This is an optimization exercise on Yosys and OpenROAD, whose aim is small area, a short achievable clock period and few clock cycles per item, not a production implementation.
At most, simulation tests tie the RTL to the original design; equivalence was not proved.
Power is estimated from default activity; no workload was simulated.

==> flow/design.v (excerpt) <==
module k2000_payload_codec (
    input  wire        clk,
    input  wire        rst,
    input  wire        cmd_valid,
    output wire        cmd_ready,
    input  wire        cmd_dir,       
    input  wire [3:0]  cmd_n,         
    input  wire [20:0] cmd_size,      
    input  wire        in_valid,
    output wire        in_ready,
    input  wire [7:0]  in_data,
    input  wire        in_last,
    output wire        out_valid,
    input  wire        out_ready,
    output wire [7:0]  out_data,
    output wire        out_last,
    output wire        done,
    output wire [2:0]  status,
    output wire [23:0] info_a,
    output wire [23:0] info_b
);
Size in the first run: about 1600 cells after synthesis, about 100 I/O pins.
==> flow/config.mk <==
export PLATFORM = sky130hd
export DESIGN_NAME = k2000_payload_codec
export DESIGN_NICKNAME = k2000_payload_codec
export VERILOG_FILES = /design/flow/design.v
export SDC_FILE = /design/flow/constraint.sdc
export NUM_CORES = 4
export LEC_CHECK = 0
export CAP_MARGIN = 20
export CORE_MARGIN = 2
export CORE_UTILIZATION = 40
export CTS_BUF_LIST = sky130_fd_sc_hd__clkbuf_4 sky130_fd_sc_hd__clkbuf_8
export CTS_CLUSTER_SIZE = 20
export SETUP_SLACK_MARGIN = 5
export SLEW_MARGIN = 20
==> flow/constraint.sdc <==
create_clock -name core_clock -period 10.0 [get_ports {clk}]
set_input_delay 2.0000 -clock core_clock [delete_from_list [all_inputs] [get_ports {clk}]]
set_output_delay 2.0000 -clock core_clock [all_outputs]
set_load 0.01 [all_outputs]
standard.sh (not shown) runs the stock make flow with config.mk's settings and CLKGATE_MAP_FILE= SYNTH_SCRIPT=/design/flow/synth_recipe.tcl, a recipe that flattens the netlist after the stock synthesis.
==> flow/flow/run.sh <==
#!/bin/bash
# Standard ORFS layout (the standard.sh, its synthesis unchanged) with a
# tighter timing-repair target and buf_1 port buffers. The clock period and
# SDC are the standard flow's own (constraint.sdc).
set -euo pipefail
bash standard.sh \
  "SETUP_SLACK_MARGIN=6.3" \
  "BUFFER_PORTS_ARGS=-buffer_cell sky130_fd_sc_hd__buf_1" \
  finish > standard.log 2>&1
Testbench counts at the start, summed over its fixed seeds: cycles 55,644, items 27,958.
Next try:
--- a/flow/design.v
+++ b/flow/design.v
@@ -121,25 +121,25 @@
     wire        d_malb  = (in_data & ~nmask) != 8'd0;
     wire [7:0]  padmask = nmask & ~((8'd1 << (n - pad)) - 8'd1);
     wire        pad_bad = (ebyte & padmask) != 8'd0;
     wire        cks_ok  = (in_data == {1'b0, sum});
     wire        len_ok  = !over && (rz || (r1 && cnt[3]));
     wire [2:0]  d_code  = bad      ? ST_BADWIDTH :
                           !cks_ok  ? ST_CKSUM    :
                           !len_ok  ? ST_LENGTH   :
                           mal      ? ST_MALFORM  :
                           pad_bad  ? ST_PADBITS  : ST_OK;
     wire        r_dec  = dir ? (enc && take) : emit;
     wire        r_nz_n = r_dec ? !(rz || r1) : !rz;
-    wire [4:0]  dstep  = acc[4:0];                          
+    wire [4:0]  dstep  = sum[4:0];                          
     wire        dv_sz  = (dstep < 5'd21);
     wire        dv_last = (dstep == 5'd23);
     wire [2:0]  nm1    = n - 3'd1;
     wire        dv_bit = dv_sz ? size[20] : nm1[2'd3 - dstep[1:0]];
     wire [3:0]  dv_rt  = {pad, dv_bit};
     wire        dv_ge  = (dv_rt >= {1'b0, n});
     wire [2:0]  dv_rem = dv_ge ? (dv_rt[2:0] - n) : dv_rt[2:0];
     wire [2:0]  padx   = (n == 3'd7) ? pad7 : (nm1 - pad);
     wire [2:0]  padq   = (n == 3'd7) ? ((r7 == 3'd7) ? 3'd1 : (r7 + 3'd1)) : ~pad;    
     wire        cn_bad = (cmd_n == 4'd0) || cmd_n[3];
     wire        cn_div = (cmd_n == 4'd3) || (cmd_n == 4'd5) || (cmd_n == 4'd6);
     wire        cn_7   = (cmd_n == 4'd7);
@@ -227,25 +227,25 @@
             bad      <= cn_bad;
             size     <= cmd_size;
             rcnt     <= cmd_size;
             rz       <= (cmd_size == 21'd0);
             r1       <= (cmd_size == 21'd1);
             padv     <= !(cn_div || cn_7);
             p7s      <= !cn_7;
             pad      <= 3'd0;
             kcnt     <= 24'd0;
             xreg     <= 24'd0;
             ebyte    <= 8'd0;
             sum      <= 7'd0;
-            acc      <= cn_div ? 15'd0 : {3'd0, r7a};
+            acc      <= {3'd0, r7a};
             cnt      <= cmd_dir ? (4'd8 - cmd_n) : 4'd0;
             first    <= 1'b1;
             over     <= 1'b0;
             mal      <= 1'b0;
             fresh    <= 1'b0;
             cks_sent <= 1'b0;
             st       <= ST_OK;
         end
         if (run && !padv && !p7s) begin
             p7s <= 1'b1;
             acc <= {9'd0, r7b};
         end
@@ -292,29 +292,27 @@
             rz   <= r1;
             r1   <= r2;
         end
         if (d_end) begin
             st <= d_code;
             if (!bad) begin
                 if (!cks_ok)
                     xreg <= {16'd0, in_data};
                 kcnt <= !cks_ok ? {17'd0, sum} :
                         !len_ok ? kcnt :
                         mal     ? {16'd0, ebyte} : 24'd0;
             end
-            if (d_code == ST_LENGTH) begin
-                acc <= 15'd0;
-                pad <= 3'd0;
-            end
+            pad <= 3'd0;
+            sum <= 7'd0;
         end
         if (e_bend)
             st <= ST_BADWIDTH;
         if (dv) begin
             pad  <= dv_rem;
             if (!pre)
                 xreg <= {xreg[22:0], dv_ge};
             if (dv_sz)
                 size <= {size[19:0], size[20]};
-            acc[4:0] <= dstep + 5'd1;
+            sum <= dv_last ? 7'd0 : {2'd0, dstep + 5'd1};
         end
     end
 endmodule
Fmax goes down by 2.6%.
Clock power goes up by 4.7%.
Combinational power goes down by about 2%.
Worst setup slack is worse by 96 ps.
Power barely changes.
Cell area goes up by 1.5%.
Worst hold slack is worse by 3.2 ps.
Non-clock buffer count goes down by 2.
Routed wire length goes up by 6.7%.
Global-route usage goes up by 1.1 points.
No functional check of the RTL was part of the second run of this note.

========
The RTL this note starts from:
==> flow/design.v <==
module k2000_payload_codec (
    input  wire        clk,
    input  wire        rst,
    input  wire        cmd_valid,
    output wire        cmd_ready,
    input  wire        cmd_dir,       
    input  wire [3:0]  cmd_n,         
    input  wire [20:0] cmd_size,      
    input  wire        in_valid,
    output wire        in_ready,
    input  wire [7:0]  in_data,
    input  wire        in_last,
    output wire        out_valid,
    input  wire        out_ready,
    output wire [7:0]  out_data,
    output wire        out_last,
    output wire        done,
    output wire [2:0]  status,
    output wire [23:0] info_a,
    output wire [23:0] info_b
);
    localparam ST_OK       = 3'd0;
    localparam ST_BADWIDTH = 3'd1;
    localparam ST_CKSUM    = 3'd2;
    localparam ST_LENGTH   = 3'd3;
    localparam ST_MALFORM  = 3'd4;
    localparam ST_PADBITS  = 3'd5;
    reg         idle;        
    reg         run;         
    reg         drain;       
    reg         dv;          
    reg         pre;         
    reg         done_r;
    reg         in_rdy;
    reg         act;         
    reg         dir;
    reg         bad;
    reg  [2:0]  n;
    reg  [20:0] size;
    reg         padv;        
    reg         p7s;         
    reg  [2:0]  pad;         
    reg  [20:0] rcnt;        
    reg         rz;          
    reg         r1;          
    reg  [23:0] kcnt;        
    reg  [23:0] xreg;        
    reg  [7:0]  ebyte;       
    reg  [6:0]  sum;
    reg  [14:0] acc;         
    reg  [3:0]  cnt;         
    reg         first;       
    reg         over;        
    reg         mal;         
    reg         fresh;       
    reg         cks_sent;    
    reg  [2:0]  st;
    reg  [7:0]  od;
    reg         ov;
    reg         olast;
    assign cmd_ready = idle;
    assign in_ready  = in_rdy;
    assign out_valid = ov;
    assign out_data  = od;
    assign out_last  = olast;
    assign done      = done_r;
    assign status    = st;
    assign info_a    = xreg;
    assign info_b    = kcnt;
    function [2:0] m7add(input [2:0] a, input [2:0] b);
        reg [2:0] g, p;
        reg       c0, c1, c2;
        begin
            g  = a & b;
            p  = a ^ b;
            c0 = g[2] | (p[2] & g[1]) | (p[2] & p[1] & g[0]);
            c1 = g[0] | (p[0] & c0);
            c2 = g[1] | (p[1] & g[0]) | (p[1] & p[0] & c0);
            m7add = p ^ {c2, c1, c0};
        end
    endfunction
    wire [20:0] nsz  = ~cmd_size;
    wire [11:0] r7a  = {m7add(nsz[2:0], nsz[5:3]), m7add(nsz[8:6], nsz[11:9]),
                        m7add(nsz[14:12], nsz[17:15]), nsz[20:18]};
    wire [5:0]  r7b  = {m7add(acc[11:9], acc[8:6]), m7add(acc[5:3], acc[2:0])};
    wire [2:0]  r7   = m7add(acc[5:3], acc[2:0]);           
    wire [2:0]  pad7 = (r7 == 3'd7) ? 3'd0 : r7;
    wire [7:0]  nmask  = (8'd1 << n) - 8'd1;
    wire        adv    = !ov || out_ready;
    wire        take   = in_rdy && in_valid;
    wire        r2     = (rcnt == 21'd2);
    wire        dec    = run && !dir;
    wire        enc    = run && dir;
    wire        dat    = !rz && (!r1 || !cnt[3]);
    wire        d_pk   = dec && take && !in_last;           
    wire        d_end  = dec && take && in_last;            
    wire [2:0]  nm1    = n - 3'd1;
    wire [2:0]  padx   = (n == 3'd7) ? pad7 : (nm1 - pad);
    wire [2:0]  padq   = (n == 3'd7) ? ((r7 == 3'd7) ? 3'd1 : (r7 + 3'd1)) : ~pad;    
    wire        tk     = act && take && (dir || (!in_last && dat));
    wire [3:0]  n4     = {1'b0, n};
    wire [3:0]  thr    = 4'd8 - n4;                         
    wire [22:0] ya     = {acc, 8'd0} >> cnt;
    wire [7:0]  chunk  = in_data & nmask;
    wire [3:0]  ti     = dir ? {~cnt[3], cnt[2:0]} : (cnt + n4);
    wire [15:0] yi     = {(dir ? in_data : chunk), 8'd0} >> ti;
    wire [7:0]  ybyte  = ya[7:0] | (tk ? yi[7:0] : 8'd0);
    wire [3:0]  fb     = n4 - {1'b0, (padv ? pad : padx)};
    wire        ge_t   = dir || (!first && (cnt >= thr));
    wire        ge_0   = cnt[3];
    wire        emit   = act && adv && (tk ? ge_t : ge_0);
    wire [3:0]  c_te   = dir ? (cnt + thr) : (cnt - thr);    
    wire [3:0]  c_t    = dir ? {1'b1, cnt[2:0]} : (first ? fb : (cnt + n4));
    wire [3:0]  c_e    = dir ? (cnt - n4) : {1'b0, cnt[2:0]};
    wire [3:0]  cnt_n  = tk ? (emit ? c_te : c_t) : (emit ? c_e : cnt);
    wire        e_room = adv ? (tk ? !c_te[3] : (cnt < {1'b1, n})) : (!tk && !cnt[3]);
    wire        d_room = adv || (tk ? (c_t <= 4'd8) : (cnt <= 4'd8));
    wire [14:0] acc_t  = dir ? {acc[6:0], in_data} : ((acc << n) | {7'd0, chunk});
    wire [6:0]  addend = dir ? (fresh ? od[6:0] : 7'd0) : in_data[6:0];
    wire [6:0]  addsum = sum + addend;
    wire        e_cks  = enc && act && adv && rz && (cnt == thr) && !cks_sent;
    wire        e_end  = enc && ov && olast && out_ready;
    wire        e_bend = enc && bad && rz;
    wire        d_malb  = (in_data & ~nmask) != 8'd0;
    wire [7:0]  padmask = nmask & ~((8'd1 << (n - pad)) - 8'd1);
    wire        pad_bad = (ebyte & padmask) != 8'd0;
    wire        cks_ok  = (in_data == {1'b0, sum});
    wire        len_ok  = !over && (rz || (r1 && cnt[3]));
    wire [2:0]  d_code  = bad      ? ST_BADWIDTH :
                          !cks_ok  ? ST_CKSUM    :
                          !len_ok  ? ST_LENGTH   :
                          mal      ? ST_MALFORM  :
                          pad_bad  ? ST_PADBITS  : ST_OK;
    wire        r_dec  = dir ? (enc && take) : emit;
    wire        r_nz_n = r_dec ? !(rz || r1) : !rz;
    wire [4:0]  dstep  = acc[4:0];                          
    wire        dv_sz  = (dstep < 5'd21);
    wire        dv_last = (dstep == 5'd23);
    wire        dv_bit = dv_sz ? size[20] : nm1[2'd3 - dstep[1:0]];
    wire [3:0]  dv_rt  = {pad, dv_bit};
    wire        dv_ge  = (dv_rt >= {1'b0, n});
    wire [2:0]  dv_rem = dv_ge ? (dv_rt[2:0] - n) : dv_rt[2:0];
    wire        cn_bad = (cmd_n == 4'd0) || cmd_n[3];
    wire        cn_div = (cmd_n == 4'd3) || (cmd_n == 4'd5) || (cmd_n == 4'd6);
    wire        cn_7   = (cmd_n == 4'd7);
    always @(posedge clk) begin
        if (rst) begin
            idle   <= 1'b1;
            run    <= 1'b0;
            drain  <= 1'b0;
            dv     <= 1'b0;
            pre    <= 1'b0;
            done_r <= 1'b0;
            in_rdy <= 1'b0;
            act    <= 1'b0;
            ov     <= 1'b0;
        end else begin
            done_r <= 1'b0;
            if (idle && cmd_valid) begin
                idle   <= 1'b0;
                run    <= !cn_div;
                dv     <= cn_div;
                pre    <= cn_div;
                act    <= !(cn_div || cn_7 || cn_bad);
                in_rdy <= !(cn_div || cn_7) && (!cmd_dir || (cmd_size != 21'd0));
            end
            if (run && !padv && (p7s || !dir))
                act <= 1'b1;
            if (emit || e_cks)
                ov <= 1'b1;
            else if (out_ready)
                ov <= 1'b0;
            if (run) begin
                if (dir)
                    in_rdy <= (padv || p7s) && r_nz_n && (!act || e_room);
                else
                    in_rdy <= !(take && in_last) && (!act || d_room);
            end
            if (d_end) begin
                run <= 1'b0;
                if (d_code == ST_OK) begin
                    if (rz && adv) begin
                        done_r <= 1'b1;
                        act    <= 1'b0;
                    end else
                        drain <= 1'b1;
                end else begin
                    ov  <= 1'b0;
                    act <= 1'b0;
                    if (d_code == ST_LENGTH)
                        dv <= 1'b1;
                    else
                        done_r <= 1'b1;
                end
            end
            if (drain && rz && adv) begin
                drain  <= 1'b0;
                act    <= 1'b0;
                done_r <= 1'b1;
            end
            if (e_end) begin
                run    <= 1'b0;
                act    <= 1'b0;
                done_r <= 1'b1;
            end
            if (e_bend) begin
                run    <= 1'b0;
                done_r <= 1'b1;
            end
            if (dv && dv_last) begin
                dv  <= 1'b0;
                pre <= 1'b0;
                if (pre)
                    run <= 1'b1;
                else
                    done_r <= 1'b1;
            end
            if (done_r)
                idle <= 1'b1;
        end
    end
    always @(posedge clk) begin
        if (idle && cmd_valid) begin
            dir      <= cmd_dir;
            n        <= cmd_n[2:0];
            bad      <= cn_bad;
            size     <= cmd_size;
            rcnt     <= cmd_size;
            rz       <= (cmd_size == 21'd0);
            r1       <= (cmd_size == 21'd1);
            padv     <= !(cn_div || cn_7);
            p7s      <= !cn_7;
            pad      <= 3'd0;
            kcnt     <= 24'd0;
            xreg     <= 24'd0;
            ebyte    <= 8'd0;
            sum      <= 7'd0;
            acc      <= cn_div ? 15'd0 : {3'd0, r7a};
            cnt      <= cmd_dir ? (4'd8 - cmd_n) : 4'd0;
            first    <= 1'b1;
            over     <= 1'b0;
            mal      <= 1'b0;
            fresh    <= 1'b0;
            cks_sent <= 1'b0;
            st       <= ST_OK;
        end
        if (run && !padv && !p7s) begin
            p7s <= 1'b1;
            acc <= {9'd0, r7b};
        end
        if (run && !padv && p7s) begin
            padv <= 1'b1;
            pad  <= padx;
            acc  <= 15'd0;
            if (dir)
                cnt <= {1'b0, padq};
        end
        if (act) begin
            cnt <= cnt_n;
            if (tk)
                acc <= acc_t;
            if (emit) begin
                od    <= dir ? (ybyte & nmask) : ybyte;
                olast <= !dir && r1;
            end
        end
        if (dir ? (enc && fresh) : d_pk)
            sum <= addsum;
        if (enc)
            fresh <= emit;
        if (e_cks) begin
            od       <= {1'b0, addsum};
            olast    <= 1'b1;
            cks_sent <= 1'b1;
        end
        if (d_pk && !bad) begin
            if (kcnt != 24'hFFFFFF)
                kcnt <= kcnt + 24'd1;
            first <= 1'b0;
            if (first || (!mal && d_malb))
                ebyte <= in_data;
            if (!mal && d_malb) begin
                mal  <= 1'b1;
                xreg <= kcnt;
            end
            if (!dat)
                over <= 1'b1;
        end
        if (r_dec) begin
            rcnt <= rcnt - 21'd1;
            rz   <= r1;
            r1   <= r2;
        end
        if (d_end) begin
            st <= d_code;
            if (!bad) begin
                if (!cks_ok)
                    xreg <= {16'd0, in_data};
                kcnt <= !cks_ok ? {17'd0, sum} :
                        !len_ok ? kcnt :
                        mal     ? {16'd0, ebyte} : 24'd0;
            end
            if (d_code == ST_LENGTH) begin
                acc <= 15'd0;
                pad <= 3'd0;
            end
        end
        if (e_bend)
            st <= ST_BADWIDTH;
        if (dv) begin
            pad  <= dv_rem;
            if (!pre)
                xreg <= {xreg[22:0], dv_ge};
            if (dv_sz)
                size <= {size[19:0], size[20]};
            acc[4:0] <= dstep + 5'd1;
        end
    end
endmodule
export LEC_CHECK = 0
export CAP_MARGIN = 20
export CORE_MARGIN = 2
export CORE_UTILIZATION = 40
export CTS_BUF_LIST = sky130_fd_sc_hd__clkbuf_4 sky130_fd_sc_hd__clkbuf_8
export CTS_CLUSTER_SIZE = 20
export SETUP_SLACK_MARGIN = 5
export SLEW_MARGIN = 20
create_clock -name core_clock -period 10.0 [get_ports {clk}]
Scripts as last shown in full above: flow/flow/run.sh
Then changed:
--- a/flow/design.v
+++ b/flow/design.v
@@ -37,4 +37,5 @@
     reg         bad;
     reg  [2:0]  n;
+    reg  [3:0]  thr;         
     reg  [20:0] size;
     reg         padv;        
@@ -86,5 +87,17 @@
     wire [2:0]  r7   = m7add(acc[5:3], acc[2:0]);           
     wire [2:0]  pad7 = (r7 == 3'd7) ? 3'd0 : r7;
-    wire [7:0]  nmask  = (8'd1 << n) - 8'd1;
+    reg  [7:0]  nmask;                                      
+    always @(*) begin
+        case (n)
+            3'd1:    nmask = 8'h01;
+            3'd2:    nmask = 8'h03;
+            3'd3:    nmask = 8'h07;
+            3'd4:    nmask = 8'h0f;
+            3'd5:    nmask = 8'h1f;
+            3'd6:    nmask = 8'h3f;
+            3'd7:    nmask = 8'h7f;
+            default: nmask = 8'h00;
+        endcase
+    end
     wire        adv    = !ov || out_ready;
     wire        take   = in_rdy && in_valid;
@@ -95,10 +108,6 @@
     wire        d_pk   = dec && take && !in_last;           
     wire        d_end  = dec && take && in_last;            
-    wire [2:0]  nm1    = n - 3'd1;
-    wire [2:0]  padx   = (n == 3'd7) ? pad7 : (nm1 - pad);
-    wire [2:0]  padq   = (n == 3'd7) ? ((r7 == 3'd7) ? 3'd1 : (r7 + 3'd1)) : ~pad;    
     wire        tk     = act && take && (dir || (!in_last && dat));
     wire [3:0]  n4     = {1'b0, n};
-    wire [3:0]  thr    = 4'd8 - n4;                         
     wire [22:0] ya     = {acc, 8'd0} >> cnt;
     wire [7:0]  chunk  = in_data & nmask;
@@ -106,5 +115,5 @@
     wire [15:0] yi     = {(dir ? in_data : chunk), 8'd0} >> ti;
     wire [7:0]  ybyte  = ya[7:0] | (tk ? yi[7:0] : 8'd0);
-    wire [3:0]  fb     = n4 - {1'b0, (padv ? pad : padx)};
+    wire [3:0]  fb     = n4 - {1'b0, pad};                   
     wire        ge_t   = dir || (!first && (cnt >= thr));
     wire        ge_0   = cnt[3];
@@ -134,11 +143,14 @@
     wire        r_dec  = dir ? (enc && take) : emit;
     wire        r_nz_n = r_dec ? !(rz || r1) : !rz;
-    wire [4:0]  dstep  = acc[4:0];                          
+    wire [4:0]  dstep  = sum[4:0];                          
     wire        dv_sz  = (dstep < 5'd21);
     wire        dv_last = (dstep == 5'd23);
+    wire [2:0]  nm1    = n - 3'd1;
     wire        dv_bit = dv_sz ? size[20] : nm1[2'd3 - dstep[1:0]];
     wire [3:0]  dv_rt  = {pad, dv_bit};
     wire        dv_ge  = (dv_rt >= {1'b0, n});
     wire [2:0]  dv_rem = dv_ge ? (dv_rt[2:0] - n) : dv_rt[2:0];
+    wire [2:0]  padx   = (n == 3'd7) ? pad7 : (nm1 - pad);
+    wire [2:0]  padq   = (n == 3'd7) ? ((r7 == 3'd7) ? 3'd1 : (r7 + 3'd1)) : ~pad;    
     wire        cn_bad = (cmd_n == 4'd0) || cmd_n[3];
     wire        cn_div = (cmd_n == 4'd3) || (cmd_n == 4'd5) || (cmd_n == 4'd6);
@@ -165,5 +177,5 @@
                 in_rdy <= !(cn_div || cn_7) && (!cmd_dir || (cmd_size != 21'd0));
             end
-            if (run && !padv && (p7s || !dir))
+            if (run && !padv && p7s)
                 act <= 1'b1;
             if (emit || e_cks)
@@ -175,5 +187,5 @@
                     in_rdy <= (padv || p7s) && r_nz_n && (!act || e_room);
                 else
-                    in_rdy <= !(take && in_last) && (!act || d_room);
+                    in_rdy <= (padv || p7s) && !(take && in_last) && (!act || d_room);
             end
             if (d_end) begin
@@ -224,4 +236,5 @@
             dir      <= cmd_dir;
             n        <= cmd_n[2:0];
+            thr      <= 4'd8 - {1'b0, cmd_n[2:0]};
             bad      <= cn_bad;
             size     <= cmd_size;
@@ -236,5 +249,5 @@
             ebyte    <= 8'd0;
             sum      <= 7'd0;
-            acc      <= cn_div ? 15'd0 : {3'd0, r7a};
+            acc      <= {3'd0, r7a};
             cnt      <= cmd_dir ? (4'd8 - cmd_n) : 4'd0;
             first    <= 1'b1;
@@ -301,8 +314,6 @@
                         mal     ? {16'd0, ebyte} : 24'd0;
             end
-            if (d_code == ST_LENGTH) begin
-                acc <= 15'd0;
-                pad <= 3'd0;
-            end
+            pad <= 3'd0;
+            sum <= 7'd0;
         end
         if (e_bend)
@@ -314,5 +325,5 @@
             if (dv_sz)
                 size <= {size[19:0], size[20]};
-            acc[4:0] <= dstep + 5'd1;
+            sum <= dv_last ? 7'd0 : {2'd0, dstep + 5'd1};
         end
     end
- The changed run went through all stages and came out clean
- hold slack degrades by 0.013 ns
- synthesized area increases by about 1.7%
- register-to-register slack improved by 0.31 ns
- via count stays flat
- setup slack gains 0.12 ns
- cell count decreases by 0.38%
- wire length shrinks by 2.3%
- die area goes up by 1.6%
- critical path depth goes down by 13
- global-route usage went down by 0.96 points
- synthesized cell count goes down by 1.0%
- design area decreases by 3.6%
- utilization is lower by 2.8 points
Function was not checked in any run of this note: the RTL went through the layout flow alone.

## re-timing with driven ports
In the flow no input, the clock included, has a driving cell. The finished layouts below were timed again as built, in two steps. Step 1 sets driving cells, clkbuf_16 on the clock port and buf_2 on the other inputs (assumed; they add their load-dependent delay and slew). Step 2 times the ports against the registers' clock, not the clock port: input delays grow and output delays shrink by t, the midpoint of the rising clock arrivals with the driver on. Three values: ideal ports, drivers, drivers and shift; two values: the first two.
run | t (ns) | setup slack, ns | worst hold slack (ns) | worst setup path after step 2 | pins driven straight from the clock port
the first run of note 1 | 0.514 | 6.376 / 6.393 / 5.880 | 0.463 / 0.463 / 0.463 | input to register | 1
the second run of note 1 | 0.521 | 6.279 / 6.259 / 5.738 | 0.460 / 0.460 / 0.460 | input to register | 1
the first run of note 2 | 0.536 | 6.138 / 6.138 / 5.785 | 0.463 / 0.463 / 0.463 | input to register | 1
the second run of note 2 | 0.543 | 6.262 / 6.238 / 5.695 | 0.450 / 0.450 / 0.450 | input to register | 1
After both steps setup and hold are still met in every run listed. For the second run of note 2, which loses most, drivers alone change the setup slack by -0.024 ns; drivers and shift together by -0.567 ns.
